From an optimization exercise on the open Yosys and OpenROAD flow, aimed at small area, a short achievable clock period and few clock cycles; shortcuts taken in it are not production practice.
Only simulation tests tie the RTL to the original design; equivalence was not proved.
Power is estimated from default activity; no workload was simulated.

run 1:
==> flow/design.v (excerpt) <==
module timecode_core (
    input  wire        clk,
    input  wire        rst,
    input  wire        cmd_valid,
    output wire        cmd_ready,
    input  wire [7:0]  cmd,
    input  wire [15:0] fps_in,
    input  wire [31:0] h_in,
    input  wire [31:0] m_in,
    input  wire [31:0] s_in,
    input  wire [31:0] f_in,
    input  wire [31:0] ub_in,
    output wire        rsp_valid,
    output wire [1:0]  status,
    output wire [31:0] res0,
    output wire [31:0] res1,
    output wire [31:0] res2,
    output wire [31:0] res3
);
    localparam [3:0] OP_NOP = 4'h0, OP_LOAD = 4'h1, OP_INCR = 4'h2, OP_DECODE = 4'h3,
                     OP_TOBCD = 4'h4, OP_RDFLAGS = 4'h5, OP_RDUB = 4'h6, OP_WRUB = 4'h7,
                     OP_RDCNT = 4'h8, OP_RDRATE = 4'h9;
    localparam [1:0] ST_OK = 2'd0, ST_ILLEGAL = 2'd1, ST_BADFPS = 2'd2, ST_UNCONFIG = 2'd3;
    localparam EX   = 0,     
               MS   = 1,     
               D10  = 2,     
               MQ   = 3,     
               MR   = 4,     
               MM   = 5,     
               MH   = 6,     
               DVH  = 7,     
               MAJ  = 8,     
               MIN  = 9,     
               SEC  = 10,    
               DIG  = 11;    
    localparam NPH = 12;
    localparam [2:0] K_SF = 3'd0, K_FPH = 3'd1, K_FPM = 3'd2, K_DFPM = 3'd3,
                     K_DFP10 = 3'd4, K_DFPH = 3'd5;
    reg [14:0] sf_r;         
    reg        cfg_r;        
    reg        gt30_r;       
    reg        drop_r;
    reg [31:0] cnt_r;
    reg [31:0] ub_r;         
    reg [31:0] res0_r;
    reg [5:0]  res1_r, res2_r;
    reg [14:0] res3_r;
    reg [1:0]  status_r;
    reg        ready_r;
    reg        rsp_r;
    reg [31:0] h_r;          
    reg [7:0]  hd_r;         
    reg [5:0]  m_r, s_r;
    reg [14:0] f_r;
    reg [7:0]  fd_r;         
    reg [2:0]  sel_q;        
    reg        fp_q;         
    reg        ok_q;         
    reg [1:0]  st_q;         
    reg        ld_q;         
    reg        incr_q, dec_q, bcd_q, flags_q, rdub_q, rdcnt_q, rate_q;
    reg [NPH-1:0] ph;
    reg [5:0]  sc;           
    reg        hz_q;         
    reg        mz_q;         
    reg        sz_q;         
    reg        fz_q;         
    reg        m10_q;        
  ...
Size in the first run: ~4100 cells after synthesis, ~370 flip-flops, ~320 I/O pins, roughly 31000 um2 of cells after synthesis.
Settings: LEC_CHECK=0, CAP_MARGIN=20, CORE_MARGIN=2, CORE_UTILIZATION=55, PLACE_DENSITY=0.65, SLEW_MARGIN=20; clock period 12.0 ns.
standard.sh (not shown) runs the stock make flow with config.mk's settings and CLKGATE_MAP_FILE= SYNTH_SCRIPT=/design/flow/synth_recipe.tcl, a recipe that flattens the netlist after the stock synthesis.
==> flow/flow/run.sh <==
#!/bin/bash
# The standard layout (the standard.sh: standard synthesis, floorplan, place,
# CTS, route, finish) with one change: the timing repair after placement, CTS
# and global routing aims for 8 ns of setup slack on the 12 ns clock, that is
# for a 4 ns path, instead of stopping at 0 ns. The clock, its period and the
# constraints are the design's own.
set -euo pipefail
export SETUP_SLACK_MARGIN=8
bash standard.sh > standard.log 2>&1
Testbench counts of run 1, summed over its fixed seeds: cycles 6,477.
[inputs] run 2 vs run 1
Settings: an added CTS_BUF_LIST of sky130_fd_sc_hd__clkbuf_8.
Results
Run 2 against run 1: signed area change from the synthesized netlist to the final layout decreased 1.9 points, via count of the first global-routing pass +244, core utilization of the finished layout now sits lower, worst path setup slack after routing grew by 0.020 ns, clock share of power decreased by 1.9 points relative to the old numbers.
On fmax: between run 1 and run 2, it ends up lower for run 1.
NOTE: combinational cell fraction of total power in run 2 exceeds that of run 1
Comparing run 1 against run 2, there is no change at all in number of sequential cells.
Relative to run 2, the following input files were edited for run 3:
==> flow/flow/run.sh <==
#!/bin/bash
# The standard layout (the standard.sh: standard synthesis, floorplan, place,
# CTS, route, finish) with two changes:
#  - the timing repair after placement, CTS and global routing aims for 8 ns of
#    setup slack on the 12 ns clock, that is for a 4 ns path, instead of
#    stopping at 0 ns;
#  - every input and output port is still given its own buffer, but a
#    sky130_fd_sc_hd__buf_2 rather than the default pick.
# The clock, its period and the constraints are the design's own.
set -euo pipefail
export SETUP_SLACK_MARGIN=8
export BUFFER_PORTS_ARGS="-buffer_cell sky130_fd_sc_hd__buf_2"
bash standard.sh > standard.log 2>&1
Results
Compared with run 2, run 3 shows a routed length on met2 that is 0.79% higher. The leakage component of the power of run 3 falls short of that of run 2 by about 1.8%. Run 3: full flow OK, the timing, design-rule and antenna checks passed. Global-route wire length before repair of run 3 falls short of that of run 2 by a few percent. Of run 3 and run 2, it is run 3 that has the higher clock-buffer cell count. Run 3 leaves less setup margin than run 2. Run 2 has a higher actual slew at the worst max-slew pin than run 3. Compare run 3 and run 2 | critical path depth higher: run 3. Taking run 2 as the reference point, the final core utilization of run 3 falls by 2.5 points.

-- static timing again, ports no longer ideal --
No port has a modelled driver above. Below, the same layouts with a new extraction and two added sets of constraints. Step 1 sets driving cells, clkbuf_16 on the clock port and buf_2 on the other inputs (assumed; they add their load-dependent delay and slew). Step 2 times the ports against the registers' clock, not the clock port: input delays grow and output delays shrink by t, the midpoint of the rising clock arrivals with the driver on. Slacks: ideal / step 1 / step 2; pairs: ideal / step 1.
| run | t (ns) | setup slack, ns | worst register clock-pin slew, ns |
|---|---|---|---|
| run 1 | 0.665 | 7.891 / 7.891 / 7.293 | 0.07 / 0.07 |
| run 2 | 0.739 | 7.912 / 7.912 / 7.278 | 0.07 / 0.07 |
| run 3 | 0.747 | 7.870 / 7.870 / 7.238 | 0.07 / 0.07 |
After both steps setup and hold are still met in every run listed. The setup slack of run 2, which loses most, moves by 0.000 ns with the drivers and by -0.634 ns with both steps.
